This design comes from an exercise in tuning for small area on the open sky130 flow, not from production work. Where RTL was checked, it was by simulation tests only, not by an equivalence proof against the original. Only the layout flow was run in runs 1, 2 and 5; the RTL was not checked for function there. Power is estimated from default activity; no workload was simulated.

## flow/config.mk

```make
export PLATFORM = sky130hd
export DESIGN_NAME = kbd_scan_react
export DESIGN_NICKNAME = kbd_scan_react
export VERILOG_FILES = /design/flow/design.v
export SDC_FILE = /design/flow/constraint.sdc
export NUM_CORES = 8
export LEC_CHECK = 0
export CAP_MARGIN = 20
export CORE_MARGIN = 2
export CORE_UTILIZATION = 40
export PLACE_DENSITY = 0.6
export SLEW_MARGIN = 20
```

## flow/constraint.sdc

```tcl
create_clock -name core_clock -period 14.0 [get_ports {clk}]
set_input_delay 2.8000 -clock core_clock [delete_from_list [all_inputs] [get_ports {clk}]]
set_output_delay 2.8000 -clock core_clock [all_outputs]
set_load 0.01 [all_outputs]
```

## flow/flow/run.sh

```bash
#!/bin/bash
set -euo pipefail
export CTS_ARGS="-sink_clustering_enable -repair_clock_nets -dont_use_dummy_load -buf_list sky130_fd_sc_hd__clkbuf_8 -sink_clustering_size 20 -sink_clustering_max_diameter 50"
export BUFFER_PORTS_ARGS="-buffer_cell sky130_fd_sc_hd__buf_1"
bash standard.sh > standard.log 2>&1
```

## flow/standard.sh

```bash
#!/bin/bash
# synth_recipe.tcl (not shown) runs the flow's synth.tcl, then flattens the netlist and writes it again
# the make line also repeats each setting of config.mk as NAME=value (left out here)
make -C /OpenROAD-flow-scripts/flow DESIGN_CONFIG=/design/flow/config.mk WORK_HOME=/design/flow/orfs CLKGATE_MAP_FILE= SYNTH_SCRIPT=/design/flow/synth_recipe.tcl "${@:-finish}"
```

## flow/design.v

```verilog
module kbd_scan_react (
    input  wire        clk,
    input  wire        rst,
    input  wire        cmd_valid,
    input  wire [7:0]  cmd,
    output wire        cmd_ready,
    output wire [7:0]  row_n,
    input  wire [7:0]  col_n,
    input  wire [31:0] rnd_data,
    output wire        rnd_take,
    output wire [17:0] ev,
    output wire        led_valid,
    output wire [23:0] led_data,
    output wire        draw_valid,
    output wire [1:0]  draw_sprite,
    output wire [2:0]  fault
);
    localparam [3:0] S_IDLE = 4'd0,  S_INIT = 4'd1,  S_SCAN = 4'd2,  S_DB   = 4'd3,
                     S_EP   = 4'd4,  S_LKM  = 4'd5,  S_KS   = 4'd6,  S_LT   = 4'd7,
                     S_LU   = 4'd8,  S_L0   = 4'd9,  S_L1   = 4'd10, S_LF   = 4'd11,
                     S_LM   = 4'd12, S_DT   = 4'd13;
    reg [3:0]  st;
    reg        run;       
    reg        h;         
    reg        t;         
    reg [5:0]  p;         
    reg        q_hi;      
    reg [2:0]  q_lo;
    reg [1:0]  mode;
    reg        c_hi;      
    reg [2:0]  c_lo;
    reg        seeded;
    reg        fresh;     
    reg        ftype;     
    reg        lz;
    reg [1:0]  sprite;
    reg        dz;
    reg        dv;
    reg        evq_any;
    reg        ev_v, ev_k;
    reg [2:0]  ev_r, ev_c;
    reg [1:0]  flt;       
    reg [63:0]  r_s, r_b, r_c0, r_c1, r_c2, r_c3;
    reg [155:0] lr;
    reg [31:0]  dr;
    reg [7:0]   lc;
    wire halted = |flt;
    wire accept = cmd_valid && (st == S_IDLE);
    wire p_last  = (p == 6'd63);
    wire p5_last = (p[4:0] == 5'd31);
    wire p3_last = (p[2:0] == 3'd7);
    wire q_last  = q_hi && (q_lo == 3'd5);
    reg  al_last;
    always @* begin
        case (st)
        S_INIT, S_SCAN, S_DB, S_EP: al_last = p_last;
        S_LKM, S_L0, S_L1, S_DT:    al_last = p5_last;
        S_LT:                       al_last = p3_last;
        default:                    al_last = q_last;
        endcase
    end
    wire       hs = r_s[0];
    wire       hb = r_b[0];
    wire [3:0] hc = {r_c3[0], r_c2[0], r_c1[0], r_c0[0]};
    wire       sel_rot = (p[3] == h);
    wire       smp = ~col_n[p[2:0]];
    reg        ns, nb;
    reg [3:0]  nc;
    reg        fired, pop_now, more;
    always @* begin
        ns = hs; nb = hb; nc = hc;
        fired = 1'b0; pop_now = 1'b0; more = 1'b0;
        if (st == S_INIT) begin
            ns = 1'b0; nb = 1'b0; nc = 4'd0;
        end else if (run) begin
            if (st == S_SCAN) begin
                if (sel_rot) ns = smp;
            end else if (st == S_DB) begin
                if (hs == hb) nc = 4'd0;
                else if (hc == 4'd14) begin
                    nb = hs; nc = 4'd15; fired = 1'b1;
                end else nc = hc + 4'd1;
            end else if (st == S_EP) begin
                if (sel_rot && hc == 4'd15) begin
                    if (!ev_v) begin nc = 4'd0; pop_now = 1'b1; end
                    else more = 1'b1;
                end
            end
        end
    end
    wire [4:0] lf_  = lr[4:0];
    wire [7:0] pw   = lr[12:5];
    wire [7:0] tsrc = lr[155:148];    
    wire       rg0  = pw < 8'd85;
    wire       rg1  = !rg0 && pw < 8'd170;
    wire       rg2  = !rg0 && !rg1;
    wire [7:0] x3   = pw + {pw[6:0], 1'b0} + {6'd0, rg2, rg1};
    wire [7:0] va   = ftype ? (pw[0] ? 8'd128 : 8'd255) : x3;
    wire [7:0] vb   = ftype ? 8'd255 : ~x3;
    wire [8:0] f10  = {lf_, 3'b000} + {3'b000, lf_, 1'b0};
    wire [9:0] da   = {2'b00, va} - {1'b0, f10};
    wire [9:0] db   = {2'b00, vb} - {1'b0, f10};
    wire [7:0] sa   = da[9] ? 8'd0 : da[7:0];
    wire [7:0] sb   = db[9] ? 8'd0 : db[7:0];
    reg  [7:0] cr, cg, cb;
    always @* begin
        if (ftype)    begin cr = sa;   cg = sa;   cb = sb;   end
        else if (rg0) begin cr = sb;   cg = 8'd0; cb = sa;   end
        else if (rg1) begin cr = 8'd0; cg = sa;   cb = sb;   end
        else          begin cr = sa;   cg = sb;   cb = 8'd0; end
    end
    wire dim = cr < 8'd100;
    reg [7:0] seed;
    always @* begin
        case ({q_hi, q_lo})
        4'h0: seed = 8'd0;    4'h1: seed = 8'd21;   4'h2: seed = 8'd42;
        4'h3: seed = 8'd64;   4'h4: seed = 8'd85;   4'h5: seed = 8'd106;
        4'h8: seed = 8'd128;  4'h9: seed = 8'd149;  4'ha: seed = 8'd170;
        4'hb: seed = 8'd192;  4'hc: seed = 8'd213;  default: seed = 8'd234;
        endcase
    end
    wire       at_j   = (q_hi == c_hi) && (q_lo == c_lo);
    wire       at_tw  = (q_hi != c_hi) && (q_lo == c_lo);
    wire [4:0] f_inc  = (&lf_) ? lf_ : lf_ + 5'd1;
    wire [7:0] inc_in = (mode == 2'd0) ? pw : tsrc;
    wire [7:0] src_up = fresh ? ((mode == 2'd0 && seeded) ? seed : 8'd0) : inc_in + 8'd1;
    wire [7:0] flash  = {7'd0, rnd_data[0]};
    reg [12:0] lin;
    reg        take_led;
    always @* begin
        lin = lr[12:0];
        take_led = 1'b0;
        case (st)
        S_INIT: lin = {pw, 5'd31};
        S_LM:   if (run) lin = {pw, 5'd31};
        S_LU:   if (run) begin
                    if (mode == 2'd0) lin = {src_up, 5'd0};
                    else if (mode == 2'd1) begin
                        if (h && at_j && dim) begin
                            lin = {flash, 5'd1};
                            take_led = 1'b1;
                        end else lin = {pw, f_inc};
                    end else begin
                        if (at_j || (mode[0] && at_tw)) lin = {src_up, 5'd1};
                        else lin = {pw, f_inc};
                    end
                end
        S_KS:   if (at_j) begin
                    if (mode == 2'd1) begin
                        lin = {flash, 5'd0};
                        take_led = 1'b1;
                    end else lin = {src_up, 5'd0};
                end
        default: ;
        endcase
    end
    wire       rbit = rnd_data[~p[4:0]];
    wire [3:0] m5x  = {c_lo, rbit};
    reg  [2:0] m5n;
    always @* begin
        case (m5x)
        4'd0, 4'd5:  m5n = 3'd0;
        4'd1, 4'd6:  m5n = 3'd1;
        4'd2, 4'd7:  m5n = 3'd2;
        4'd3, 4'd8:  m5n = 3'd3;
        4'd4, 4'd9:  m5n = 3'd4;
        default:     m5n = 3'bxxx;
        endcase
    end
    wire [3:0] m12x   = {c_lo, rbit};             
    wire       m12_hi = m12x >= 4'd6;
    wire [2:0] m12_lo = m12_hi ? m12x[2:0] - 3'd6 : m12x[2:0];
    wire       dbit = dz ? 1'b0 : dr[0];
    wire       dsum = dbit ^ h;
    wire [31:0] k400 = 32'd400;
    wire       deq  = t && (dsum == k400[p[4:0]]);
    wire       lbit = lz ? 1'b0 : lc[0];
    wire       lsum = lbit ^ h;
    wire [7:0] kk   = (mode == 2'd3) ? 8'd100 : 8'd10;
    wire       leq  = t && (lsum == kk[p[2:0]]);
    assign cmd_ready   = (st == S_IDLE);
    assign rnd_take    = ((st == S_LKM || st == S_L0 || st == S_L1) && run && p5_last) || take_led;
    assign ev          = {ev_v, ev_k, 5'd0, ev_r, 5'd0, ev_c};
    assign fault       = {flt, 1'b0};
    assign draw_valid  = dv;
    assign draw_sprite = sprite;
    assign led_valid   = (st == S_LF) && run;
    assign led_data    = {cg, cr, cb};
    wire   row_on      = (st == S_SCAN) && run && sel_rot;
    wire [2:0] row_idx = {h, p[5:4]};
    assign row_n       = ~({7'd0, row_on} << row_idx);
    wire       cn_wrap = (c_lo == 3'd5);
    wire [1:0] sp_tog  = (sprite == 2'd1) ? 2'd2 : 2'd1;
    always @(posedge clk) begin
        r_s  <= {ns,    r_s[63:1]};
        r_b  <= {nb,    r_b[63:1]};
        r_c0 <= {nc[0], r_c0[63:1]};
        r_c1 <= {nc[1], r_c1[63:1]};
        r_c2 <= {nc[2], r_c2[63:1]};
        r_c3 <= {nc[3], r_c3[63:1]};
        lr   <= {lin, lr[155:13]};
        dr   <= {(st == S_DT && run) ? dsum : dr[0], dr[31:1]};
        lc   <= {(st == S_LT && run) ? lsum : lc[0], lc[7:1]};
    end
    task led_key;
        begin
            if (mode == 2'd1) begin
                c_lo <= 3'd0;
                run  <= 1'b0;
                st   <= S_LKM;
            end else if (mode == 2'd2) begin
                c_lo <= cn_wrap ? 3'd0 : c_lo + 3'd1;
                c_hi <= c_hi ^ cn_wrap;
                st   <= S_KS;
            end else
                st <= S_IDLE;
        end
    endtask
    always @(posedge clk) begin
        if (rst) begin
            st <= S_INIT; run <= 1'b0; h <= 1'b0; t <= 1'b0;
            p <= 6'd0; q_hi <= 1'b0; q_lo <= 3'd0;
            mode <= 2'd0; c_hi <= 1'b0; c_lo <= 3'd0; lz <= 1'b1;
            seeded <= 1'b0; fresh <= 1'b1; ftype <= 1'b0;
            sprite <= 2'd0; dz <= 1'b1; dv <= 1'b0; evq_any <= 1'b0;
            ev_v <= 1'b0; ev_k <= 1'b0; ev_r <= 3'd0; ev_c <= 3'd0; flt <= 2'd0;
        end else begin
            p  <= p + 6'd1;
            q_lo <= (q_lo == 3'd5) ? 3'd0 : q_lo + 3'd1;
            if (q_lo == 3'd5) q_hi <= !q_hi;
            dv <= 1'b0;
            if (!run && al_last && st != S_IDLE) run <= 1'b1;
            case (st)
            S_INIT: if (p_last) st <= S_IDLE;
            S_IDLE: if (accept && !halted) begin
                run <= 1'b0;
                case (cmd)
                8'h10: begin st <= S_SCAN; h <= 1'b0; end
                8'h20: if (evq_any) flt[1] <= 1'b1;
                       else st <= S_DB;
                8'h21: if (!evq_any) begin
                           ev_v <= 1'b0; ev_k <= 1'b0; ev_r <= 3'd0; ev_c <= 3'd0;
                       end else begin
                           ev_v <= 1'b0; evq_any <= 1'b0; h <= 1'b0; st <= S_EP;
                       end
                8'h30: begin h <= 1'b1; t <= 1'b1; st <= S_LT; end
                8'h31: led_key;
                8'h32: st <= S_LF;
                8'h34, 8'h35, 8'h36, 8'h37: begin
                    mode <= cmd[1:0]; lz <= 1'b1; c_hi <= 1'b0; c_lo <= 3'd0; fresh <= 1'b1;
                    if (cmd[1:0] == 2'd0) seeded <= 1'b1;
                    else begin ftype <= (cmd[1:0] == 2'd1); st <= S_LM; end
                end
                8'h40: begin h <= 1'b1; t <= 1'b1; st <= S_DT; end
                8'h41: begin sprite <= sp_tog; dz <= 1'b1; dv <= 1'b1; end
                default: flt[0] <= 1'b1;
                endcase
            end
            S_SCAN: if (run && p_last) begin
                if (!h) h <= 1'b1;
                else begin run <= 1'b0; st <= S_IDLE; end
            end
            S_DB: if (run) begin
                if (fired) evq_any <= 1'b1;
                if (p_last) begin run <= 1'b0; st <= S_IDLE; end
            end
            S_EP: if (run) begin
                if (pop_now) begin
                    ev_v <= 1'b1; ev_k <= hb; ev_r <= {p[3], p[5:4]}; ev_c <= p[2:0];
                end
                if (more) evq_any <= 1'b1;
                if (p_last) begin
                    if (!h) h <= 1'b1;
                    else begin
                        run <= 1'b0;
                        if (pop_now ? hb : ev_k) begin
                            sprite <= sp_tog; dz <= 1'b1; dv <= 1'b1;
                            led_key;
                        end else st <= S_IDLE;
                    end
                end
            end
            S_LT: if (run) begin
                h <= lbit & h;
                t <= leq;
                if (p3_last) begin
                    run <= 1'b0;
                    lz  <= leq;
                    if (!leq) st <= S_IDLE;
                    else if (mode == 2'd1) begin
                        c_lo <= 3'd0; st <= S_L0;
                    end else begin
                        if (mode[1]) begin
                            c_lo <= cn_wrap ? 3'd0 : c_lo + 3'd1;
                            c_hi <= c_hi ^ cn_wrap;
                        end
                        st <= S_LU;
                    end
                end
            end
            S_LKM: if (run) begin
                c_hi <= m12_hi; c_lo <= m12_lo;
                if (p5_last) begin run <= 1'b0; st <= S_KS; end
            end
            S_KS: if (at_j) begin
                fresh <= 1'b0; st <= S_IDLE;
            end
            S_L0: if (run) begin
                c_lo <= m5n;
                if (p5_last) begin
                    run <= 1'b0;
                    st  <= S_LU;
                    if (m5n == 3'd0 && rnd_data[1:0] == 2'd0) begin
                        c_hi <= 1'b0; c_lo <= 3'd0; st <= S_L1;
                    end else h <= 1'b0;
                end
            end
            S_L1: if (run) begin
                c_hi <= m12_hi; c_lo <= m12_lo;
                if (p5_last) begin run <= 1'b0; h <= 1'b1; st <= S_LU; end
            end
            S_LU: if (run && q_last) begin
                run <= 1'b0; st <= S_IDLE;
                if (mode != 2'd1) fresh <= 1'b0;
                if (mode == 2'd0) ftype <= 1'b0;
            end
            S_LF, S_LM: if (run && q_last) begin
                run <= 1'b0; st <= S_IDLE;
            end
            S_DT: if (run) begin
                h <= dbit & h;
                t <= deq;
                if (p5_last) begin
                    run <= 1'b0; dz <= 1'b0; st <= S_IDLE;
                    if (deq) begin sprite <= 2'd0; dv <= 1'b1; end
                end
            end
            default: st <= S_IDLE;
            endcase
        end
    end
endmodule
```

==> summary.txt, run 1 <==
STA
  • Total Neg Setup Slack: 0 ns
  • Unrepaired setup endpoints after global routing: no
  • Worst-Margin Slew: between 0.9 and 1 ns
  • Final setup violation count: 0
  • Minimum clock period: 9.49 ns
  • Worst slew margin: 35.2%
  • Final Hold Vio Count: 0
  • Max-slew violations: 0
  • Final worst-path cycle share: 67.8%
  • Worst hold margin: 0.226 ns
  • Skew final: 0.0854 ns
  • Fmax: 105 MHz
  • Final worst slack: 4.51 ns

Route
  • Via count: 10900
  • Remaining antenna violation count: 0
  • DRT Pass-1 Iters: 5
  • DR iter-0 viols: 762
  • WL per Instance: 15.7 µm
  • Final wirelength: 34.7 mm
  • Drc violations: 0
  • Vias/cell: 4.96

Synthesis
  • Mux share of post-synthesis cell area: 2.40%
  • Cell variety after synth: 92
  • Post-Synth Simple-Gate Area: 9.89%
  • Sequential area share after synthesis: between 60% and 70%
  • Synth area leader: dfxtp_1
  • Synth Area in XOR/XNOR: 1.49%
  • Leading post-synthesis cells by cell area: dfxtp_1 (68%), ha_1 (4.0%), a21oi_1 (1.8%)
  • Top_reg_cell synth: dfxtp_1
  • Syn Inst Count: 1503
  • Synthesis Warnings: 1
  • Synth top area share: 68.3%
  • Adder-cell share of the synthesized area: about 4.6%
  • Mapped cell area: between 15000 and 20000 µm²
  • Ys async rst share: 0%
  • Yosys reg bits: 622
  • Syn avg cell area: roughly 12 µm²
  • Largest family of logic cells by synthesized area: compound AO/OA/AOI/OAI gates
  • Post-synth EDFFs: 0
  • Synth Area in Compound Gates: 10.6%

Layout
  • Most frequent cells in the layout: dfxtp_1 (622), buf_1 (97), nor2_1 (85)
  • Register area: 12500 µm²
  • Proportion of layout cells with a drive suffix above 1: 5.99%
  • Post-route non-filler standard cell count: roughly 2200
  • Inserted Diodes: 0
  • Area delta synth->final: 8.45%
  • NumNets Final: 1721
  • # fillers: ~4200
  • Commonest non-fill, non-tap cell in the layout: dfxtp_1
  • Multi-input logic area: approximately 5300 µm²

Floorplanning
  • Initial cell density of the core: 40.4%
  • Die area: 47300 µm²
  • # IOs: 110
  • Die span in x: 218 µm
  • # rows: approximately 80
  • Core area: 45200 µm²
  • Die H: approximately 220 µm

Hold path
  • Hold WC Path Type: reg2reg
  • Hold path endpoint: lr[51]$_DFF_P_
  • Hold Path Depth: 0
  • Worst Hold Launch: lr[64]$_DFF_P_

Status
  • Status: timing/DRC/antenna clean

Worst setup path
  • Worst EP required: 11.20 ns
  • WP data arrival: between 6 and 7 ns
  • Slowest-stage cell, CP: a2111oi_2
  • Critical path origin: lr[8]$_DFF_P_
  • CP Max Fanout: 8
  • Reg2reg setup slack: 7.93 ns
  • Largest stage delay, worst path: 0.70 ns
  • R2R depth: 22
  • Worst reg2reg endpoint: lr[148]$_DFF_P_
  • Crit end category: output pin
  • Setup crit start kind: flop
  • Crit path cell chain: inv_1 -> ha_1 -> nor2b_1 -> o31a_1 -> o22ai_1 -> inv_1 -> fa_1 -> ha_1 -> inv_1 -> fa_1 -> nor2b_1 -> or3_1 -> nand2_1 -> ha_1 -> a211oi_2 -> o21bai_1 -> o311a_4 -> nor3b_1 -> o2bb2ai_1 -> a2111oi_2 -> a21oi_1 -> o22ai_1 -> buf_1
  • Worst r2r src: lr[8]$_DFF_P_
  • Kind of critical path: reg2out

Global route
  • Residual overflow from global routing: 0
  • Initial antenna violation count: 0
  • Pin count of the biggest net entering global routing: 42
  • Vias in the first global route: around 11000
  • Total GRT Usage: 14.9%
  • Wire length of the first global-routing pass: between 50 and 60 mm

Clocking
  • CTS Buf Count: 46
  • Reg clk slew, reported paths: 0.10 ns
  • Post_cts resized: 0
  • CTS tree: done
  • CTS root buf: clkbuf_8
  • Clock sink count: 622
  • H-Tree Depth: 2
  • Hold Buf Count CTS: 0
  • Post-CTS Setup Bufs: 0
  • Clock latency on the worst-skew pair: 0.62 ns
  • Clock Path Buffers: 3

Power and ir drop
  • Leakage power: roughly 7.6 nW
  • Worst vdd ir: 0.0000689 V
  • PwrDens: around 180 nW/µm²

Job
  • Max Cap Viol: 0

Placement
  • DP HPWL: 23.6 mm
  • Setup WS pre-CTS: between 5 and 6 ns
  • IO buf count: 98
  • Dpl cells: 2158
  • Routability cong.: 0.898
==> where the power goes <==
group | switching (mW) | internal, mW | leakage, nW | total [mW]
registers | 0.0499 | 1.86 | 5.03 | 1.91
logic | 0.511 | 0.293 | 2.22 | 0.803
clock network | 0.486 | 0.294 | 0.331 | 0.780
==> cell families (layout without fill, tap and decap cells) <==
kind of cell / after synthesis / count (layout)
fa+ha+maj: 64 / 64
mux: 32 / 32
xor+xnor: 31 / 31
compound gates: 288 / 288
other cells: 1 / 11
buf+inv: 113 / 204
flops: 622 / 622
simple gates: 352 / 352
==> cells in the mapped netlist, drive strengths merged, types with 7 or more instances <==
master	n
a211oi	12
a21o	10
a21oi	68
a221oi	7
a31oi	11
and2	7
and3	8
buf	33
clkbuf	27
dfxtp	622
ha	59
inv	51
mux2i	19
mux4	9
nand2	74
nand2b	21
nand3	46
nand4	10
nor2	86
nor2b	20
nor3	34
o211ai	10
o21a	8
o21ai	61
o22ai	34
or2	9
or3	9
xnor2	18
xor2	13
==> state kept, by name, summed over array words and instances (netlist names), 4 cells and up <==
| register | count |
|---|---|
| dr | 32 |
| lc | 8 |
| lr | 156 |
| p | 6 |
| r_b | 64 |
| r_c0 | 64 |
| r_c1 | 64 |
| r_c2 | 64 |
| r_c3 | 64 |
| r_s | 64 |
| st | 4 |
==> worst max path at each step <==
stage,to,slack [ns],cells after the start
2_1_floorplan,rnd_take,6.23,24
3_3_place_gp,rnd_take,5.28,25
3_5_place_dp,rnd_take,5.17,25
4_1_cts,rnd_take,4.48,25
5_1_grt,rnd_take,3.96,26
6_report,rnd_take,4.51,23
==> stage by stage <==
step | total power [mW] | util [%] | area (µm²)
after global routing | 3.71 | 43.8 | 19800
after detailed placement | 2.75 | 42.4 | 19100
final | 3.50 | 43.8 | 19800
after CTS | 3.54 | 43.8 | 19800
after floorplan | 2.53 | - | 18300
after global placement | 2.74 | 42.4 | 19100
==> routing by layer <==
layer | global-route usage, % | vias up | share of wire (%)
met5 | 0 | - | 0
met4 | 5.41 | 0 | 2.9
met3 | 3.35 | 80 | 6.6
met2 | 21.6 | 339 | 41
met1 | 21.6 | 5161 | 49
li1 | - | 5343 | -
==> layout make-up <==
cell class	count	area share, %
multi-input cells	778	26.9
clock buffers	46	3.20
well taps	600	3.80
inverters	53	1.01
repair buffers	105	2.13
flip-flops and latches	622	63.0
==> critical path, delay by kind of cell (launching register included) <==
family          cells  cell delay [ns]
compound gates      9             2.69
fa+ha+maj           5             1.54
buf+inv             4             0.51
simple gates        5             0.86
flops               1             0.47
==> inputs of run 2 (changes only) <==
--- a/flow/design.v
+++ b/flow/design.v
@@ -109,21 +109,21 @@
         else if (rg1) begin cr = 8'd0; cg = sa;   cb = sb;   end
         else          begin cr = sa;   cg = sb;   cb = 8'd0; end
     end
-    wire dim = cr < 8'd100;
-    reg [7:0] seed;
-    always @* begin
-        case ({q_hi, q_lo})
-        4'h0: seed = 8'd0;    4'h1: seed = 8'd21;   4'h2: seed = 8'd42;
-        4'h3: seed = 8'd64;   4'h4: seed = 8'd85;   4'h5: seed = 8'd106;
-        4'h8: seed = 8'd128;  4'h9: seed = 8'd149;  4'ha: seed = 8'd170;
-        4'hb: seed = 8'd192;  4'hc: seed = 8'd213;  default: seed = 8'd234;
-        endcase
-    end
+    wire dim = pw[0] ? (lf_[4] | lf_[3] | lf_[2] | (lf_[1] & lf_[0])) : lf_[4];
     wire       at_j   = (q_hi == c_hi) && (q_lo == c_lo);
     wire       at_tw  = (q_hi != c_hi) && (q_lo == c_lo);
     wire [4:0] f_inc  = (&lf_) ? lf_ : lf_ + 5'd1;
-    wire [7:0] inc_in = (mode == 2'd0) ? pw : tsrc;
-    wire [7:0] src_up = fresh ? ((mode == 2'd0 && seeded) ? seed : 8'd0) : inc_in + 8'd1;
+    wire       q0     = !q_hi && (q_lo == 3'd0);
+    wire       rbow   = (mode == 2'd0);
+    reg  [4:0] delta;
+    always @* begin
+        if (!rbow || (q0 && !seeded)) delta = 5'd1;
+        else if (!seeded)             delta = 5'd0;
+        else if (q0)                  delta = 5'd23;
+        else if (q_lo == 3'd0 || q_lo == 3'd3) delta = 5'd22;
+        else                          delta = 5'd21;
+    end
+    wire [7:0] src_up = (fresh && (!rbow || q0)) ? 8'd0 : tsrc + {3'd0, delta};
     wire [7:0] flash  = {7'd0, rnd_data[0]};
     reg [12:0] lin;
     reg        take_led;
==> flow/flow/run.sh (replaced) <==
#!/bin/bash
# Layout flow: the standard synthesis, then an area-oriented re-mapping of
# its combinational logic (flip-flops untouched, equivalence proven with Yosys;
# the standard netlist is used if anything fails), then the standard layout
# steps with these changes: port buffers use buf_1, and clock tree synthesis
# uses clkbuf_8 with smaller sink clusters and no dummy loads.
set -euo pipefail
HERE=$(pwd)
R=$HERE/orfs/results/$FLOW_PLATFORM/kbd_scan_react/base
LIB=$FLOW_HOME/platforms/$FLOW_PLATFORM/lib/sky130_fd_sc_hd__tt_025C_1v80.lib
YOSYS=$FLOW_HOME/../tools/install/yosys/bin/yosys
[ -x "$YOSYS" ] || YOSYS=yosys
export CTS_ARGS="-sink_clustering_enable -repair_clock_nets -dont_use_dummy_load -buf_list sky130_fd_sc_hd__clkbuf_8 -sink_clustering_size 20 -sink_clustering_max_diameter 50"
export BUFFER_PORTS_ARGS="-buffer_cell sky130_fd_sc_hd__buf_1"

bash standard.sh synth > standard_synth.log 2>&1
cp "$R/1_2_yosys.v" "$HERE/std_1_2_yosys.v"

DU=$(sed -n '/^export DONT_USE_CELLS/,/^#/p' "$FLOW_HOME/platforms/$FLOW_PLATFORM/config.mk" \
     | grep -o 'sky130_fd_sc_hd__[a-z0-9_]*' | sed 's/^/-dont_use /' | tr '\n' ' ')
sed -e "s#@LIB@#$LIB#g" -e "s#@IN@#$HERE/std_1_2_yosys.v#" -e "s#@OUT@#$HERE/resynth.v#" \
    -e "s#@ABC@#$HERE/flow/area.abc#" -e "s#@TOP@#$FLOW_TOP#g" -e "s#@DONTUSE@#$DU#" \
    -e "s#@STAT@#$HERE/resynth_stat.txt#" flow/resynth.ys > resynth.ys
sed -e "s#@LIB@#$LIB#g" -e "s#@GOLD@#$HERE/std_1_2_yosys.v#" -e "s#@GATE@#$HERE/resynth.v#" \
    -e "s#@TOP@#$FLOW_TOP#g" flow/equiv.ys > equiv.ys
sed -e "s#@LIB@#$LIB#g" -e "s#@GATE@#$HERE/resynth.v#" -e "s#@TOP@#$FLOW_TOP#g" flow/check.ys > check.ys
if "$YOSYS" -q -l resynth.log resynth.ys > /dev/null 2>&1 && \
   "$YOSYS" -q -l check.log check.ys > /dev/null 2>&1 && \
   "$YOSYS" -q -l equiv.log equiv.ys > /dev/null 2>&1; then
  cp "$HERE/resynth.v" "$R/1_2_yosys.v"
  rm -f "$R/1_synth.odb" "$R/1_synth.sdc"
  echo "using the re-mapped netlist" > netlist_choice.txt
else
  echo "re-mapping failed; using the standard netlist" > netlist_choice.txt
fi

bash standard.sh > standard.log 2>&1
==> flow/flow/area.abc (new file) <==
strash
dch -f
amap
strash
dch -f
amap
topo
==> flow/flow/check.ys (new file) <==
# The re-mapped netlist holds only library cells, each pin driven once.
read_liberty -lib @LIB@
read_verilog @GATE@
hierarchy -check -top @TOP@
check -assert -mapped
==> flow/flow/equiv.ys (new file) <==
# Prove the re-mapped netlist equivalent to the standard synthesis.
read_liberty -ignore_miss_func @LIB@
read_verilog @GOLD@
rename @TOP@ gold
read_verilog @GATE@
rename @TOP@ gate
flatten gold gate
opt_clean
equiv_make gold gate equiv
hierarchy -top equiv
equiv_simple
equiv_induct
equiv_status -assert
==> flow/flow/resynth.ys (new file) <==
# Re-map the combinational logic of the standard synthesis for area. The
# flip-flops are kept as black boxes, so each keeps its name and cell type.
read_liberty -ignore_miss_func @LIB@
blackbox sky130_fd_sc_hd__df* sky130_fd_sc_hd__sdf* sky130_fd_sc_hd__edf* sky130_fd_sc_hd__dl* sky130_fd_sc_hd__conb_1
read_verilog @IN@
hierarchy -top @TOP@
flatten
opt -purge
abc -liberty @LIB@ @DONTUSE@ -script @ABC@
opt_clean -purge
setundef -zero
hilomap -singleton -hicell sky130_fd_sc_hd__conb_1 HI -locell sky130_fd_sc_hd__conb_1 LO
insbuf -buf sky130_fd_sc_hd__buf_4 A X
splitnets
opt_clean -purge

tee -o @STAT@ stat -liberty @LIB@
write_verilog -noattr -nohex -nodec @OUT@
==> summary.txt, run 2 <==
Hold path
  • Hold WC Path Type: reg2reg
  • Hold path endpoint: lr[54]$_DFF_P_
  • Hold Path Depth: 0
  • Worst Hold Launch: lr[67]$_DFF_P_

Layout
  • Area delta synth->final: 8.99%
  • Post-route non-filler standard cell count: just over 2000
  • Most flops, register: lr
  • Inserted Diodes: 0
  • NumNets Final: 1597
  • Most frequent cells in the layout: dfxtp_1 (622), nor2_1 (199), clkinv_1 (101)
  • Proportion of layout cells with a drive suffix above 1: under 10%
  • Commonest non-fill, non-tap cell in the layout: dfxtp_1
  • Largest register FFs: 156

Floorplanning
  • Core area: 40800 µm²
  • # IOs: 110
  • # rows: 74
  • Initial cell density of the core: just over 40%
  • Die H: slightly above 200 µm
  • Die area: approximately 43000 µm²
  • Die span in x: slightly above 200 µm

STA
  • Worst-Margin Slew: about 0.86 ns
  • Max-slew violations: 0
  • Total Neg Setup Slack: 0 ns
  • Skew final: between 0.07 and 0.08 ns
  • Unrepaired setup endpoints after global routing: no
  • Worst slew margin: 42.7%
  • Final setup violation count: 0
  • Minimum clock period: approximately 8.7 ns
  • Final Hold Vio Count: 0
  • Fmax: 115 MHz
  • Final worst-path cycle share: roughly 62%

Worst setup path
  • Crit end category: output pin
  • Worst EP required: 11.20 ns
  • Reg2reg setup slack: roughly 9 ns
  • Critical path origin: lr[8]$_DFF_P_
  • Slowest-stage cell, CP: o31ai_1
  • Family with the most delay on the worst path: compound AO/OA/AOI/OAI gates
  • Worst reg2reg endpoint: st[1]$_SDFFE_PP0P_
  • Worst path bufs/invs: 2
  • Kind of critical path: reg2out
  • CP Max Fanout: 8
  • Largest stage delay, worst path: 0.62 ns
  • R2R depth: 17
  • Most frequent CP cell: nor2_1
  • Worst r2r src: p[0]$_SDFF_PP0_
  • WP data arrival: 5.90 ns
  • Setup crit start kind: flop

Synthesis
  • Syn Inst Count: 1415
  • Mapped cell area: 16500 µm²
  • Syn avg cell area: ~12 µm²
  • Synthesis Warnings: 1

Global route
  • Met1 Resource Use GR: 19.4%
  • Wire length of the first global-routing pass: 50.1 mm
  • Total GRT Usage: between 10 and 15%
  • Initial antenna violation count: 0
  • Met2 GRT Util: 22.8%
  • Vias in the first global route: 9539
  • Pin count of the biggest net entering global routing: 35
  • Residual overflow from global routing: 0
  • GRT busiest layer: met2
  • M3 GR Usage: 3.09%

Route
  • WL per Instance: 15.0 µm
  • Final wirelength: 31.2 mm
  • DR iter-0 viols: 722
  • Remaining antenna violation count: 0
  • Vias/cell: 4.85
  • DRT Pass-1 Iters: 5
  • Via count: 10100
  • Drc violations: 0

Clocking
  • Clock Path Buffers: 3
  • CTS Buf Count: 41
  • Clock sink count: 622
  • Hold Buf Count CTS: 0
  • Post-CTS Setup Bufs: 0
  • Clock latency on the worst-skew pair: ~0.60 ns
  • H-Tree Depth: 2
  • Post_cts resized: 0
  • CTS tree: done
  • CTS root buf: clkbuf_8
  • Reg clk slew, reported paths: 0.11 ns

Power and ir drop
  • Leakage power: 6.68 nW
  • PwrDens: approximately 200 nW/µm²
  • Worst vdd ir: around 0.000084 V

Placement
  • IO buf count: 98
  • DP HPWL: 21.8 mm
  • Routability cong.: 0.903
  • Dpl cells: roughly 2000

Job
  • Max Cap Viol: 0

Status
  • Status: timing/DRC/antenna clean
-- run 2: how the worst max path moves through the flow --
stage / endpoint / slack [ns] / cells past startpoint
2_1_floorplan: led_data[4] / 7.01 / 25
3_3_place_gp: led_data[19] / 6.19 / 25
3_5_place_dp: led_data[19] / 6.01 / 25
4_1_cts: led_data[19] / 5.34 / 25
5_1_grt: led_data[5] / 4.58 / 26
6_report: led_data[19] / 5.30 / 25
-- run 2: area by class of cell --
type | count | area [µm²]
fillers | 3799 | 22800
inverters | 101 | 379
repair buffers | 101 | 392
flip-flops and latches | 622 | 12500
well taps | 532 | 666
multi-input cells | 679 | 3580
clock buffers | 41 | 564
-- run 2: worst reg2reg max path: stages, from the launching register on --
cell and delay, ns:
dfxtp_1 0.43, clkinv_1 0.16, nor2_1 0.49, clkinv_1 0.28, nor2_1 0.42, clkinv_1 0.20, nor2_1 0.20, nand2_1 0.24
nor2_1 0.37, clkinv_1 0.28, nor2_1 0.20, o21ai_0 0.15, nor4b_1 0.36, o311ai_0 0.26, a31oi_1 0.29, clkinv_1 0.20
a2111oi_0 0.43, a211oi_1 0.09
-- run 2: power breakdown --
group          internal, mW  switching (mW)
registers              1.98          0.0741
clock network         0.264           0.475
logic                 0.271           0.587
-- run 2: per-stage QoR --
| step | hold slack, ns | util (%) | cell area [µm²] | setup WS (ns) | total power [mW] |
|---|---|---|---|---|---|
| global route | 0.247 | 44.2 | 18000 | 4.58 | 3.88 |
| global placement | 0.310 | 42.8 | 17500 | 6.19 | 2.93 |
| CTS | 0.256 | 44.2 | 18000 | 5.34 | 3.68 |
| detailed placement | 0.312 | 42.8 | 17500 | 6.01 | 2.94 |
| floorplan | 0.310 | - | 16600 | 7.01 | 2.68 |
| finish | 0.255 | 44.2 | 18000 | 5.30 | 3.65 |
-- run 2: routing by layer --
layer	wire length [µm]	part of all wire [%]
met1	14700	47
met2	13900	45
met3	1730	5.6
met4	813	2.6
met5	0	0
==> inputs of run 3 (changes only) <==
--- a/flow/design.v
+++ b/flow/design.v
@@ -36,7 +36,6 @@
     reg [1:0]  sprite;
     reg        dz;
     reg        dv;
-    reg        evq_any;
     reg        ev_v, ev_k;
     reg [2:0]  ev_r, ev_c;
     reg [1:0]  flt;       
@@ -44,49 +43,34 @@
     reg [155:0] lr;
     reg [31:0]  dr;
     reg [7:0]   lc;
-    wire halted = |flt;
-    wire accept = cmd_valid && (st == S_IDLE);
+    wire halted  = |flt;
     wire p_last  = (p == 6'd63);
-    wire p5_last = (p[4:0] == 5'd31);
-    wire p3_last = (p[2:0] == 3'd7);
+    wire p_half  = (p[4:0] == 5'd31);
     wire q_last  = q_hi && (q_lo == 3'd5);
-    reg  al_last;
-    always @* begin
-        case (st)
-        S_INIT, S_SCAN, S_DB, S_EP: al_last = p_last;
-        S_LKM, S_L0, S_L1, S_DT:    al_last = p5_last;
-        S_LT:                       al_last = p3_last;
-        default:                    al_last = q_last;
-        endcase
-    end
+    wire accept  = cmd_valid && (st == S_IDLE) && p_last;
     wire       hs = r_s[0];
     wire       hb = r_b[0];
     wire [3:0] hc = {r_c3[0], r_c2[0], r_c1[0], r_c0[0]};
+    wire       evk = (hc == 4'd15);
     wire       sel_rot = (p[3] == h);
     wire       smp = ~col_n[p[2:0]];
     reg        ns, nb;
     reg [3:0]  nc;
-    reg        fired, pop_now, more;
+    reg        pop_now;
     always @* begin
         ns = hs; nb = hb; nc = hc;
-        fired = 1'b0; pop_now = 1'b0; more = 1'b0;
-        if (st == S_INIT) begin
-            ns = 1'b0; nb = 1'b0; nc = 4'd0;
-        end else if (run) begin
-            if (st == S_SCAN) begin
-                if (sel_rot) ns = smp;
-            end else if (st == S_DB) begin
-                if (hs == hb) nc = 4'd0;
-                else if (hc == 4'd14) begin
-                    nb = hs; nc = 4'd15; fired = 1'b1;
-                end else nc = hc + 4'd1;
-            end else if (st == S_EP) begin
-                if (sel_rot && hc == 4'd15) begin
-                    if (!ev_v) begin nc = 4'd0; pop_now = 1'b1; end
-                    else more = 1'b1;
+        pop_now = 1'b0;
+        case (st)
+        S_INIT: begin ns = 1'b0; nb = 1'b0; nc = 4'd0; end
+        S_SCAN: if (sel_rot) ns = smp;
+        S_DB:   if (h) begin
+                    if (hs == hb) nc = 4'd0;
+                    else if (hc == 4'd14) begin nb = hs; nc = 4'd15; end
+                    else nc = hc + 4'd1;
                 end
-            end
-        end
+        S_EP:   if (sel_rot && evk && !ev_v) begin nc = 4'd0; pop_now = 1'b1; end
+        default: ;
+        endcase
     end
     wire [4:0] lf_  = lr[4:0];
     wire [7:0] pw   = lr[12:5];
@@ -134,7 +118,7 @@
         S_INIT: lin = {pw, 5'd31};
         S_LM:   if (run) lin = {pw, 5'd31};
         S_LU:   if (run) begin
-                    if (mode == 2'd0) lin = {src_up, 5'd0};
+                    if (rbow) lin = {src_up, 5'd0};
                     else if (mode == 2'd1) begin
                         if (h && at_j && dim) begin
                             lin = {flash, 5'd1};
@@ -178,15 +162,17 @@
     wire       lsum = lbit ^ h;
     wire [7:0] kk   = (mode == 2'd3) ? 8'd100 : 8'd10;
     wire       leq  = t && (lsum == kk[p[2:0]]);
-    assign cmd_ready   = (st == S_IDLE);
-    assign rnd_take    = ((st == S_LKM || st == S_L0 || st == S_L1) && run && p5_last) || take_led;
+    wire       lt_on = (p[5:3] == 3'd0);
+    wire m12_on = (st == S_LKM || st == S_L1);
+    assign cmd_ready   = (st == S_IDLE) && p_last;
+    assign rnd_take    = (m12_on && p == 6'd31) || (st == S_L0 && p_last) || take_led;
     assign ev          = {ev_v, ev_k, 5'd0, ev_r, 5'd0, ev_c};
     assign fault       = {flt, 1'b0};
     assign draw_valid  = dv;
     assign draw_sprite = sprite;
     assign led_valid   = (st == S_LF) && run;
     assign led_data    = {cg, cr, cb};
-    wire   row_on      = (st == S_SCAN) && run && sel_rot;
+    wire   row_on      = (st == S_SCAN) && sel_rot;
     wire [2:0] row_idx = {h, p[5:4]};
     assign row_n       = ~({7'd0, row_on} << row_idx);
     wire       cn_wrap = (c_lo == 3'd5);
@@ -199,14 +185,13 @@
         r_c2 <= {nc[2], r_c2[63:1]};
         r_c3 <= {nc[3], r_c3[63:1]};
         lr   <= {lin, lr[155:13]};
-        dr   <= {(st == S_DT && run) ? dsum : dr[0], dr[31:1]};
-        lc   <= {(st == S_LT && run) ? lsum : lc[0], lc[7:1]};
+        dr   <= {(st == S_DT) ? dsum : dr[0], dr[31:1]};
+        lc   <= {(st == S_LT && lt_on) ? lsum : lc[0], lc[7:1]};
     end
     task led_key;
         begin
             if (mode == 2'd1) begin
                 c_lo <= 3'd0;
-                run  <= 1'b0;
                 st   <= S_LKM;
             end else if (mode == 2'd2) begin
                 c_lo <= cn_wrap ? 3'd0 : c_lo + 3'd1;
@@ -222,27 +207,23 @@
             p <= 6'd0; q_hi <= 1'b0; q_lo <= 3'd0;
             mode <= 2'd0; c_hi <= 1'b0; c_lo <= 3'd0; lz <= 1'b1;
             seeded <= 1'b0; fresh <= 1'b1; ftype <= 1'b0;
-            sprite <= 2'd0; dz <= 1'b1; dv <= 1'b0; evq_any <= 1'b0;
+            sprite <= 2'd0; dz <= 1'b1; dv <= 1'b0;
             ev_v <= 1'b0; ev_k <= 1'b0; ev_r <= 3'd0; ev_c <= 3'd0; flt <= 2'd0;
         end else begin
             p  <= p + 6'd1;
             q_lo <= (q_lo == 3'd5) ? 3'd0 : q_lo + 3'd1;
             if (q_lo == 3'd5) q_hi <= !q_hi;
             dv <= 1'b0;
-            if (!run && al_last && st != S_IDLE) run <= 1'b1;
             case (st)
             S_INIT: if (p_last) st <= S_IDLE;
             S_IDLE: if (accept && !halted) begin
                 run <= 1'b0;
+                h   <= 1'b0;
+                t   <= 1'b0;
                 case (cmd)
-                8'h10: begin st <= S_SCAN; h <= 1'b0; end
-                8'h20: if (evq_any) flt[1] <= 1'b1;
-                       else st <= S_DB;
-                8'h21: if (!evq_any) begin
-                           ev_v <= 1'b0; ev_k <= 1'b0; ev_r <= 3'd0; ev_c <= 3'd0;
-                       end else begin
-                           ev_v <= 1'b0; evq_any <= 1'b0; h <= 1'b0; st <= S_EP;
-                       end
+                8'h10: st <= S_SCAN;
+                8'h20: st <= S_DB;
+                8'h21: begin ev_v <= 1'b0; st <= S_EP; end
                 8'h30: begin h <= 1'b1; t <= 1'b1; st <= S_LT; end
                 8'h31: led_key;
                 8'h32: st <= S_LF;
@@ -256,36 +237,44 @@
                 default: flt[0] <= 1'b1;
                 endcase
             end
-            S_SCAN: if (run && p_last) begin
-                if (!h) h <= 1'b1;
-                else begin run <= 1'b0; st <= S_IDLE; end
+            S_SCAN: if (p_last) begin
+                h <= 1'b1;
+                if (h) st <= S_IDLE;
             end
-            S_DB: if (run) begin
-                if (fired) evq_any <= 1'b1;
-                if (p_last) begin run <= 1'b0; st <= S_IDLE; end
+            S_DB: begin
+                if (evk) t <= 1'b1;
+                if (p_last) begin
+                    h <= 1'b1;
+                    if (h) st <= S_IDLE;
+                    else if (t || evk) begin flt[1] <= 1'b1; st <= S_IDLE; end
+                end
             end
-            S_EP: if (run) begin
-                if (pop_now) begin
-                    ev_v <= 1'b1; ev_k <= hb; ev_r <= {p[3], p[5:4]}; ev_c <= p[2:0];
+            S_EP: begin
+                if (!ev_v) begin
+                    if (p_last && h && !pop_now) begin
+                        ev_k <= 1'b0; ev_r <= 3'd0; ev_c <= 3'd0;
+                    end else begin
+                        ev_k <= hb; ev_r <= {p[3], p[5:4]}; ev_c <= p[2:0];
+                    end
                 end
-                if (more) evq_any <= 1'b1;
+                if (pop_now) ev_v <= 1'b1;
                 if (p_last) begin
-                    if (!h) h <= 1'b1;
-                    else begin
-                        run <= 1'b0;
-                        if (pop_now ? hb : ev_k) begin
+                    h <= 1'b1;
+                    if (h) begin
+                        if (pop_now ? hb : (ev_v && ev_k)) begin
                             sprite <= sp_tog; dz <= 1'b1; dv <= 1'b1;
                             led_key;
                         end else st <= S_IDLE;
                     end
                 end
             end
-            S_LT: if (run) begin
-                h <= lbit & h;
-                t <= leq;
-                if (p3_last) begin
-                    run <= 1'b0;
-                    lz  <= leq;
+            S_LT: begin
+                if (lt_on) begin
+                    h <= lbit & h;
+                    t <= leq;
+                end
+                if (p == 6'd7) begin
+                    lz <= leq;
                     if (!leq) st <= S_IDLE;
                     else if (mode == 2'd1) begin
                         c_lo <= 3'd0; st <= S_L0;
@@ -298,40 +287,42 @@
                     end
                 end
             end
-            S_LKM: if (run) begin
-                c_hi <= m12_hi; c_lo <= m12_lo;
-                if (p5_last) begin run <= 1'b0; st <= S_KS; end
-            end
-            S_KS: if (at_j) begin
-                fresh <= 1'b0; st <= S_IDLE;
-            end
-            S_L0: if (run) begin
+            S_L0: if (p[5]) begin
                 c_lo <= m5n;
-                if (p5_last) begin
-                    run <= 1'b0;
-                    st  <= S_LU;
+                if (p_last) begin
+                    st <= S_LU;
                     if (m5n == 3'd0 && rnd_data[1:0] == 2'd0) begin
                         c_hi <= 1'b0; c_lo <= 3'd0; st <= S_L1;
                     end else h <= 1'b0;
                 end
             end
-            S_L1: if (run) begin
+            S_LKM, S_L1: begin
                 c_hi <= m12_hi; c_lo <= m12_lo;
-                if (p5_last) begin run <= 1'b0; h <= 1'b1; st <= S_LU; end
+                if (p == 6'd31) begin
+                    h  <= 1'b1;
+                    st <= (st == S_LKM) ? S_KS : S_LU;
+                end
             end
-            S_LU: if (run && q_last) begin
-                run <= 1'b0; st <= S_IDLE;
-                if (mode != 2'd1) fresh <= 1'b0;
-                if (mode == 2'd0) ftype <= 1'b0;
+            S_KS: if (at_j) begin
+                fresh <= 1'b0; st <= S_IDLE;
             end
-            S_LF, S_LM: if (run && q_last) begin
-                run <= 1'b0; st <= S_IDLE;
+            S_LU, S_LF, S_LM: begin
+                if (q_last) begin
+                    run <= 1'b1;
+                    if (run) begin
+                        run <= 1'b0; st <= S_IDLE;
+                        if (st == S_LU) begin
+                            if (mode != 2'd1) fresh <= 1'b0;
+                            if (rbow) ftype <= 1'b0;
+                        end
+                    end
+                end
             end
-            S_DT: if (run) begin
+            S_DT: begin
                 h <= dbit & h;
                 t <= deq;
-                if (p5_last) begin
-                    run <= 1'b0; dz <= 1'b0; st <= S_IDLE;
+                if (p_half) begin
+                    dz <= 1'b0; st <= S_IDLE;
                     if (deq) begin sprite <= 2'd0; dv <= 1'b1; end
                 end
             end
==> summary.txt, run 3 <==
STA
  • Final Hold Vio Count: 0
  • Worst hold margin: roughly 0.27 ns
  • Final worst slack: between 5 and 6 ns
  • Skew final: 0.0959 ns
  • Worst slew margin: 37.8%
  • Worst-Margin Slew: 0.923 ns
  • Final worst-path cycle share: 63.2%
  • Total Neg Setup Slack: 0 ns
  • Max-slew violations: 0
  • Unrepaired setup endpoints after global routing: no
  • Fmax: roughly 110 MHz
  • Final setup violation count: 0
  • Minimum clock period: around 9 ns

Layout
  • Layout Utilization: 44.1%
  • Proportion of layout cells with a drive suffix above 1: 3.20%
  • # fillers: 3805
  • Most frequent cells in the layout: dfxtp_1 (621), nor2_1 (208), buf_1 (97)
  • NumNets Final: 1585
  • Inserted Diodes: 0
  • Post-route non-filler standard cell count: around 2100
  • Fin area: 17900 µm²
  • Commonest non-fill, non-tap cell in the layout: dfxtp_1
  • Largest register FFs: about 160
  • Most flops, register: lr
  • Area delta synth->final: 9.36%

Power and ir drop
  • Worst vdd ir: 0.000107 V
  • Clk pwr share: 23.1%
  • Internal: between 2 and 2.5 mW
  • Total power: 3.32 mW
  • PwrDens: between 150 and 200 nW/µm²
  • Leakage power: approximately 6.7 nW
  • Combinational share of power: 13.7%
  • Sequential Power Share: between 60% and 70%
  • Switching Share: 26.4%
  • Switching power of the nets: 876 µW

Global route
  • Initial antenna violation count: 0
  • Residual overflow from global routing: 0
  • Vias in the first global route: 9443
  • Pin count of the biggest net entering global routing: 36
  • Total GRT Usage: 14.9%
  • Wire length of the first global-routing pass: about 50 mm

Worst setup path
  • Family with the most delay on the worst path: compound AO/OA/AOI/OAI gates
  • Kind of critical path: reg2out
  • Most frequent CP cell: nor2_1
  • WP data arrival: 6.05 ns
  • Largest stage delay, worst path: 0.46 ns
  • Setup crit start kind: flop
  • Worst path bufs/invs: 3
  • Slowest-stage cell, CP: a31oi_1
  • Worst EP required: between 10 and 15 ns
  • CP Max Fanout: 7
  • Crit end category: output pin

Job
  • Max Cap Viol: 0

Clocking
  • Hold Buf Count CTS: 0
  • Reg clk slew, reported paths: between 0.1 and 0.15 ns
  • Post_cts resized: 0
  • Clock latency on the worst-skew pair: ~0.63 ns
  • CTS tree: done
  • CTS root buf: clkbuf_8
  • H-Tree Depth: 2
  • Post-CTS Setup Bufs: 0
  • Clock sink count: slightly above 600
  • CTS Buf Count: 44
  • Clock Path Buffers: 3

Status
  • Status: timing/DRC/antenna clean

Placement
  • IO buf count: 98
  • Setup WS pre-CTS: ~5.8 ns
  • Dpl cells: 2020
  • DP HPWL: 21.7 mm
  • Routability cong.: 0.887
  • Area after DPL: 17300 µm²

Route
  • Remaining antenna violation count: 0
  • WL per Instance: around 15 µm
  • Drc violations: 0
  • DRT Pass-1 Iters: 5
  • Via count: just under 10000
  • Final wirelength: 31.3 mm
  • DR iter-0 viols: 651
  • Vias/cell: 4.81

Floorplanning
  • Initial cell density of the core: about two fifths
  • Die area: 42700 µm²
  • Core area: 40600 µm²
  • # IOs: 110
  • # rows: 74
  • Die span in x: about 210 µm
  • Die H: 207 µm

Synthesis
  • Synthesis Warnings: 1
  • Mapped cell area: 16400 µm²
  • Syn avg cell area: 11.7 µm²
  • Syn Inst Count: between 1000 and 1500

Hold path
  • Hold WC Path Type: reg2reg
[run 3: area by class of cell]
cell class / count / area (µm²) / share of cell area [%]
flip-flops and latches: 621 / 12400 / 69.3
multi-input cells: 671 / 3490 / 19.4
inverters: 94 / 353 / 1.97
clock buffers: 44 / 606 / 3.37
well taps: 532 / 666 / 3.71
repair buffers: 102 / 399 / 2.22
[run 3: worst paths after layout]
path / cells past startpoint / slack [ns] / to / from
worst max register to register: 15 / 9.25 / c_lo[0]$_SDFFE_PP0P_ / p[1]$_SDFF_PP0_
worst max-delay path: 27 / 5.15 / led_data[9] / lr[8]$_DFF_P_
worst min register to register: 0 / 0.27 / r_b[45]$_DFF_P_ / r_b[46]$_DFF_P_
worst min-delay path: 0 / 0.27 / r_b[45]$_DFF_P_ / r_b[46]$_DFF_P_
[run 3: per-layer routing]
layer,up-vias,share of wire (%),global-route usage [%]
met2,268,44,22.9
met5,-,0,0
met4,0,2.3,5.51
li1,4967,-,-
met3,56,6.1,3.38
met1,4637,48,20.4
[run 3: power by group through the flow]
stage	Combinational, mW	Clock, mW	Sequential, mW
after floorplan	0.331	0	2.10
after global placement	0.447	0	2.14
after detailed placement	0.448	0	2.14
after CTS	0.451	0.807	2.10
after global routing	0.511	0.868	2.13
final	0.454	0.766	2.10
[run 3: worst reg2reg max path: cells and delay by family (launching register included)]
kind            cells  cell delay, ns
buf+inv             4            1.09
compound gates      4            0.99
simple gates        7            2.09
flops               1            0.49
==> inputs of run 4 (changes only) <==
==> flow/flow/area.abc (replaced) <==
strash
&get -n
&deepsyn -J 1000 -T 900
&put
dch -f
amap
strash
dch -f
amap
topo
==> summary.txt, run 4 <==
Layout
  • Largest register FFs: approximately 160
  • Proportion of layout cells with a drive suffix above 1: 3.09%
  • NumNets Final: 1475
  • Most flops, register: lr
  • Most frequent cells in the layout: dfxtp_1 (621), nor2_1 (163), clkinv_1 (114)
  • Commonest non-fill, non-tap cell in the layout: dfxtp_1
  • Inserted Diodes: 0
  • Area delta synth->final: 9.32%
  • # fillers: 3568
  • Post-route non-filler standard cell count: 1940

Hold path
  • Hold path endpoint: r_c0[10]$_DFF_P_
  • Hold Path Depth: 0
  • Worst Hold Launch: r_c0[11]$_DFF_P_
  • Hold WC Path Type: reg2reg

Route
  • Vias/cell: 4.67
  • Final wirelength: 28.9 mm
  • Via count: 9058
  • WL per Instance: around 15 µm
  • DRT Pass-1 Iters: 5
  • Remaining antenna violation count: 0
  • Drc violations: 0
  • DR iter-0 viols: 608

Worst setup path
  • Worst EP required: 11.20 ns
  • Crit end category: output pin
  • WP data arrival: 5.23 ns
  • Worst reg2reg endpoint: c_lo[2]$_SDFFE_PP0P_
  • CP Max Fanout: 7
  • Worst r2r src: p[0]$_SDFF_PP0_
  • R2R depth: 21
  • Kind of critical path: reg2out
  • Setup crit start kind: flop
  • Reg2reg setup slack: 8.56 ns

Synthesis
  • Mapped cell area: 15800 µm²
  • Synthesis Warnings: 1
  • Syn Inst Count: 1293
  • Syn avg cell area: around 12 µm²

Power and ir drop
  • Worst vdd ir: 0.0000782 V
  • PwrDens: approximately 150 nW/µm²
  • Leakage power: 6.43 nW

Global route
  • Pin count of the biggest net entering global routing: 28
  • Residual overflow from global routing: 0
  • Wire length of the first global-routing pass: roughly 46 mm
  • Vias in the first global route: about 8700
  • Initial antenna violation count: 0
  • Total GRT Usage: around 14%

STA
  • Worst slew margin: 27.3%
  • Skew final: 0.0758 ns
  • Worst-Margin Slew: 1.07 ns
  • Fmax: approximately 120 MHz
  • Final worst-path cycle share: 57.4%
  • Final Hold Vio Count: 0
  • Minimum clock period: about 8.0 ns
  • Total Neg Setup Slack: 0 ns
  • Final setup violation count: 0
  • Unrepaired setup endpoints after global routing: no
  • Max-slew violations: 0

Clocking
  • Clock Path Buffers: 3
  • CTS root buf: clkbuf_8
  • Clock latency on the worst-skew pair: between 0.5 and 0.6 ns
  • Post-CTS Setup Bufs: 0
  • Post_cts resized: 0
  • Clock sink count: 621
  • CTS Buf Count: 42
  • Hold Buf Count CTS: 0
  • CTS tree: done
  • Reg clk slew, reported paths: 0.10 ns
  • H-Tree Depth: 2

Placement
  • IO buf count: 98
  • Dpl cells: 1898
  • Routability cong.: 0.862
  • DP HPWL: ~20 mm

Status
  • Status: timing/DRC/antenna clean

Floorplanning
  • Die H: 203 µm
  • # IOs: 110
  • Die area: 41200 µm²
  • # rows: 72
  • Initial cell density of the core: 40.7%
  • Core area: between 30000 and 40000 µm²
  • Die span in x: 203 µm

Job
  • Max Cap Viol: 0
-- run 4: cell type report --
type	instances	area, µm²	share of cell area, %
Multi-Input combinational cell	545	2830	16.3
Tap cell	518	648	3.75
Timing Repair Buffer	100	383	2.21
Clock buffer	42	578	3.34
Sequential cell	621	12400	71.9
Inverter	114	428	2.47
-- run 4: metal layers --
| metal | GRT usage (%) | part of all wire (%) |
|---|---|---|
| met2 | 20.3 | 40 |
| met3 | 2.70 | 5.7 |
| met5 | 0 | 0 |
| met4 | 5.06 | 2.5 |
| met1 | 21.5 | 52 |
-- run 4: where the power goes --
group / total, mW / internal (mW) / switching [mW]
clock: 0.751 / 0.271 / 0.480
sequential: 1.77 / 1.77 / 0.00263
combinational: 0.0395 / 0.0134 / 0.0260
-- run 4: how the worst max path moves through the flow --
| stage | start | end | slack [ns] | cells past startpoint |
|---|---|---|---|---|
| 2_1_floorplan | lr[6]$_DFF_P_ | led_data[2] | 7.58 | 26 |
| 3_3_place_gp | lr[6]$_DFF_P_ | led_data[2] | 6.93 | 27 |
| 3_5_place_dp | lr[6]$_DFF_P_ | led_data[10] | 6.65 | 24 |
| 4_1_cts | lr[6]$_DFF_P_ | led_data[10] | 5.98 | 24 |
| 5_1_grt | lr[7]$_DFF_P_ | led_data[18] | 5.40 | 24 |
| 6_report | lr[6]$_DFF_P_ | led_data[10] | 5.97 | 24 |
-- run 4: critical path, stage by stage, from the launching register on --
cell and delay, ns:
dfxtp_1 0.41, clkinv_1 0.15, a21oi_1 0.17, nor2_1 0.05
o21ai_0 0.23, clkinv_1 0.15, nor2_1 0.18, nor2_1 0.09
nor2_1 0.14, nor2_1 0.07, o21ai_0 0.40, nor2_1 0.08
a21oi_1 0.27, nand2_1 0.12, o22ai_1 0.17, nand2_1 0.10
o21ai_0 0.17, o22ai_1 0.19, o22ai_1 0.24, nor2_1 0.10
a21o_1 0.18, o221ai_1 0.21, or2_0 0.48, o22ai_1 0.15
buf_1 0.16
-- run 4: through the flow --
stage	cell area, µm²	setup slack (ns)	util [%]	power [mW]	hold WS (ns)
after detailed placement	16700	6.65	43.1	1.85	0.312
after global routing	17300	5.40	44.5	2.67	0.250
final	17300	5.97	44.5	2.56	0.262
after floorplan	15900	7.58	-	1.84	0.310
after CTS	17300	5.98	44.5	2.60	0.262
after global placement	16700	6.93	43.1	1.85	0.310
==> inputs of run 5 (changes only) <==
--- a/flow/design.v
+++ b/flow/design.v
@@ -151,9 +151,18 @@
         default:     m5n = 3'bxxx;
         endcase
     end
-    wire [3:0] m12x   = {c_lo, rbit};             
-    wire       m12_hi = m12x >= 4'd6;
-    wire [2:0] m12_lo = m12_hi ? m12x[2:0] - 3'd6 : m12x[2:0];
+    wire [2:0] m3x  = {c_lo[1:0], rbit};          
+    wire [1:0] m3n  = (m3x >= 3'd3) ? m3x[1:0] - 2'd3 : m3x[1:0];
+    reg  [3:0] jx;
+    always @* begin
+        case ({m3n, rnd_data[1:0]})
+        4'b00_00: jx = 4'h0;  4'b01_01: jx = 4'h1;  4'b10_10: jx = 4'h2;
+        4'b00_11: jx = 4'h3;  4'b01_00: jx = 4'h4;  4'b10_01: jx = 4'h5;
+        4'b00_10: jx = 4'h8;  4'b01_11: jx = 4'h9;  4'b10_00: jx = 4'ha;
+        4'b00_01: jx = 4'hb;  4'b01_10: jx = 4'hc;  4'b10_11: jx = 4'hd;
+        default:  jx = 4'bxxxx;
+        endcase
+    end
     wire       dbit = dz ? 1'b0 : dr[0];
     wire       dsum = dbit ^ h;
     wire [31:0] k400 = 32'd400;
@@ -297,8 +306,9 @@
                 end
             end
             S_LKM, S_L1: begin
-                c_hi <= m12_hi; c_lo <= m12_lo;
+                c_lo[1:0] <= m3n;
                 if (p == 6'd31) begin
+                    c_hi <= jx[3]; c_lo <= jx[2:0];
                     h  <= 1'b1;
                     st <= (st == S_LKM) ? S_KS : S_LU;
                 end
--- a/flow/flow/run.sh
+++ b/flow/flow/run.sh
@@ -10,7 +10,7 @@
 LIB=$FLOW_HOME/platforms/$FLOW_PLATFORM/lib/sky130_fd_sc_hd__tt_025C_1v80.lib
 YOSYS=$FLOW_HOME/../tools/install/yosys/bin/yosys
 [ -x "$YOSYS" ] || YOSYS=yosys
-export CTS_ARGS="-sink_clustering_enable -repair_clock_nets -dont_use_dummy_load -buf_list sky130_fd_sc_hd__clkbuf_8 -sink_clustering_size 20 -sink_clustering_max_diameter 50"
+export CTS_ARGS="-sink_clustering_enable -repair_clock_nets -dont_use_dummy_load -buf_list {sky130_fd_sc_hd__clkbuf_8 sky130_fd_sc_hd__clkbuf_16} -sink_clustering_size 30 -sink_clustering_max_diameter 60"
 export BUFFER_PORTS_ARGS="-buffer_cell sky130_fd_sc_hd__buf_1"
 
 bash standard.sh synth > standard_synth.log 2>&1
==> flow/flow/area.abc (replaced) <==
strash
dch -f
amap
strash
dch -f
amap
topo
==> summary.txt, run 5 <==
Placement
  • DP HPWL: 21.5 mm
  • Dpl cells: 2061
  • IO buf count: 98
  • Setup WS pre-CTS: between 5 and 6 ns
  • Routability cong.: 0.889

Floorplanning
  • # rows: between 70 and 80
  • Die span in x: 207 µm
  • Die area: 43100 µm²
  • Initial cell density of the core: 40.6%
  • Die H: about 210 µm
  • # IOs: 110
  • Core area: roughly 40000 µm²

Clocking
  • CTS root buf: clkbuf_16
  • CTS tree: done
  • Post_cts resized: 0
  • Clock sink count: 621
  • Clock latency on the worst-skew pair: 0.59 ns
  • CTS Buf Count: 31
  • Reg clk slew, reported paths: roughly 0.090 ns
  • H-Tree Depth: 1
  • Post-CTS Setup Bufs: 0
  • Clock Path Buffers: 3
  • Hold Buf Count CTS: 0

STA
  • Total Neg Setup Slack: 0 ns
  • Worst-Margin Slew: 1.05 ns
  • Final worst-path cycle share: ~64%
  • Worst hold margin: 0.273 ns
  • Minimum clock period: 9.03 ns
  • Unrepaired setup endpoints after global routing: no
  • Max-slew violations: 0
  • Fmax: approximately 110 MHz
  • Final Hold Vio Count: 0
  • Final setup violation count: 0
  • Worst slew margin: roughly 30%
  • Skew final: 0.0539 ns
  • Final worst slack: 4.97 ns

Synthesis
  • Synthesis Warnings: 1
  • Syn avg cell area: around 12 µm²
  • Mapped cell area: roughly 17000 µm²
  • Syn Inst Count: 1439

Layout
  • Largest register FFs: 156
  • Inserted Diodes: 0
  • Proportion of layout cells with a drive suffix above 1: 2.44%
  • Post-route non-filler standard cell count: 2092
  • Most frequent cells in the layout: dfxtp_1 (621), nor2_1 (221), clkinv_1 (105)
  • Area delta synth->final: 10.4%
  • Multi-input logic area: 3610 µm²
  • Commonest non-fill, non-tap cell in the layout: dfxtp_1
  • # fillers: 3816
  • NumNets Final: 1613
  • Most flops, register: lr
  • Register area: 12400 µm²

Power and ir drop
  • Worst vdd ir: 0.0000889 V
  • Combinational share of power: 16.9%
  • Clk pwr share: 21.6%
  • Leakage power: 6.85 nW
  • Internal: 2.96 mW
  • Switching power of the nets: 1.13 mW
  • PwrDens: 224 nW/µm²
  • Switching Share: 27.6%
  • Sequential Power Share: 61.5%

Route
  • Remaining antenna violation count: 0
  • DRT Pass-1 Iters: 7
  • DR iter-0 viols: 649
  • Vias/cell: 4.89
  • Drc violations: 0
  • Final wirelength: approximately 31 mm
  • Via count: 10200
  • WL per Instance: between 10 and 15 µm

Worst setup path
  • CP Max Fanout: 8
  • Setup crit start kind: flop
  • Critical path origin: lr[5]$_DFF_P_
  • WP data arrival: 6.23 ns
  • Crit end category: output pin
  • R2R depth: 21
  • Kind of critical path: reg2out
  • Worst r2r src: p[1]$_SDFF_PP0_
  • Worst EP required: 11.20 ns

Job
  • Max Cap Viol: 0

Global route
  • Wire length of the first global-routing pass: 50.6 mm
  • Vias in the first global route: 9635
  • Residual overflow from global routing: 0
  • Initial antenna violation count: 0
  • Total GRT Usage: between 10% and 20%
  • Pin count of the biggest net entering global routing: 36

Status
  • Status: timing/DRC/antenna clean

Hold path
  • Hold WC Path Type: reg2reg
  • Worst Hold Launch: lr[114]$_DFF_P_
  • Hold Path Depth: 0
## run 5: worst max-delay path: stages (launching register included)
cell      delay (ns)
dfxtp_1         0.53
clkinv_1        0.27
nand2_1         0.16
a211oi_1        0.07
o21ai_0         0.37
nor2b_1         0.33
clkinv_1        0.17
nor3_1          0.26
a221o_1         0.19
nand2_1         0.07
nor2_1          0.16
a21oi_1         0.08
nor2_1          0.17
a31oi_1         0.08
nor2_1          0.16
a21oi_1         0.07
a211oi_1        0.38
nor2_1          0.10
a21oi_1         0.19
o21a_1          0.18
nor2_1          0.05
a221oi_1        0.55
clkinv_1        0.25
or3_1           0.46
o22ai_1         0.15
buf_1           0.17
## run 5: metal layers
layer	GRT usage (%)	part of all wire, %	vias up
li1	-	-	5107
met1	21.1	50	4736
met2	21.3	42	332
met3	2.53	6.0	53
met4	3.60	2.2	0
met5	0	0	-
## run 5: cell type report
class | instances | share of cell area, %
clock buffers | 31 | 4.24
inverters | 105 | 2.16
multi-input cells | 700 | 19.7
flip-flops and latches | 621 | 68.0
well taps | 532 | 3.64
repair buffers | 103 | 2.22
## run 5: path summary, 6_finish.rpt
kind                   endpoint  slack, ns
max                led_data[20]       4.97
min             lr[101]$_DFF_P_       0.27
max reg2reg  st[1]$_SDFFE_PP0P_       9.16
min reg2reg     lr[101]$_DFF_P_       0.27
## run 5: through the flow
step | area [µm²] | util, % | power (mW)
floorplan | 16600 | - | 2.99
global placement | 17500 | 42.9 | 3.24
detailed placement | 17500 | 42.9 | 3.24
CTS | 18300 | 44.8 | 4.14
global route | 18300 | 44.8 | 4.35
finish | 18300 | 44.8 | 4.09
## run 5: power by group through the flow
| stage | clock network, mW | logic [mW] | registers [mW] |
|---|---|---|---|
| 6_report | 0.883 | 0.692 | 2.52 |
| 3_3_place_gp | 0 | 0.685 | 2.56 |
| 4_1_cts | 0.915 | 0.686 | 2.54 |
| 3_5_place_dp | 0 | 0.681 | 2.56 |
| 5_1_grt | 0.983 | 0.783 | 2.59 |
| 2_1_floorplan | 0 | 0.508 | 2.49 |

==> port drivers added, routing unchanged <==
In the flow no input, the clock included, has a driving cell. The finished layouts below were timed again as built, in two steps. Step 1: set_driving_cell puts a clkbuf_16 on clk and a buf_2 on each other input, an assumption about the parent block. Step 2 also shifts input and output timing later by t, the mid clock arrival at the registers, as if the neighbouring blocks saw the same clock. a / b / c = ideal / step 1 / step 2; a / b = the first two.
| run | shift t [ns] | setup slack, ns | hold slack, ns |
|---|---|---|---|
| run 1 | 0.625 | 4.512 / 4.466 / 5.091 | 0.226 / 0.226 / 0.226 |
| run 2 | 0.609 | 5.304 / 5.256 / 5.865 | 0.255 / 0.255 / 0.255 |
| run 3 | 0.627 | 5.146 / 5.098 / 5.725 | 0.270 / 0.270 / 0.270 |
| run 4 | 0.598 | 5.965 / 5.921 / 6.519 | 0.262 / 0.262 / 0.262 |
| run 5 | 0.607 | 4.974 / 4.922 / 5.529 | 0.273 / 0.273 / 0.273 |
After both steps every run listed still meets setup and hold.
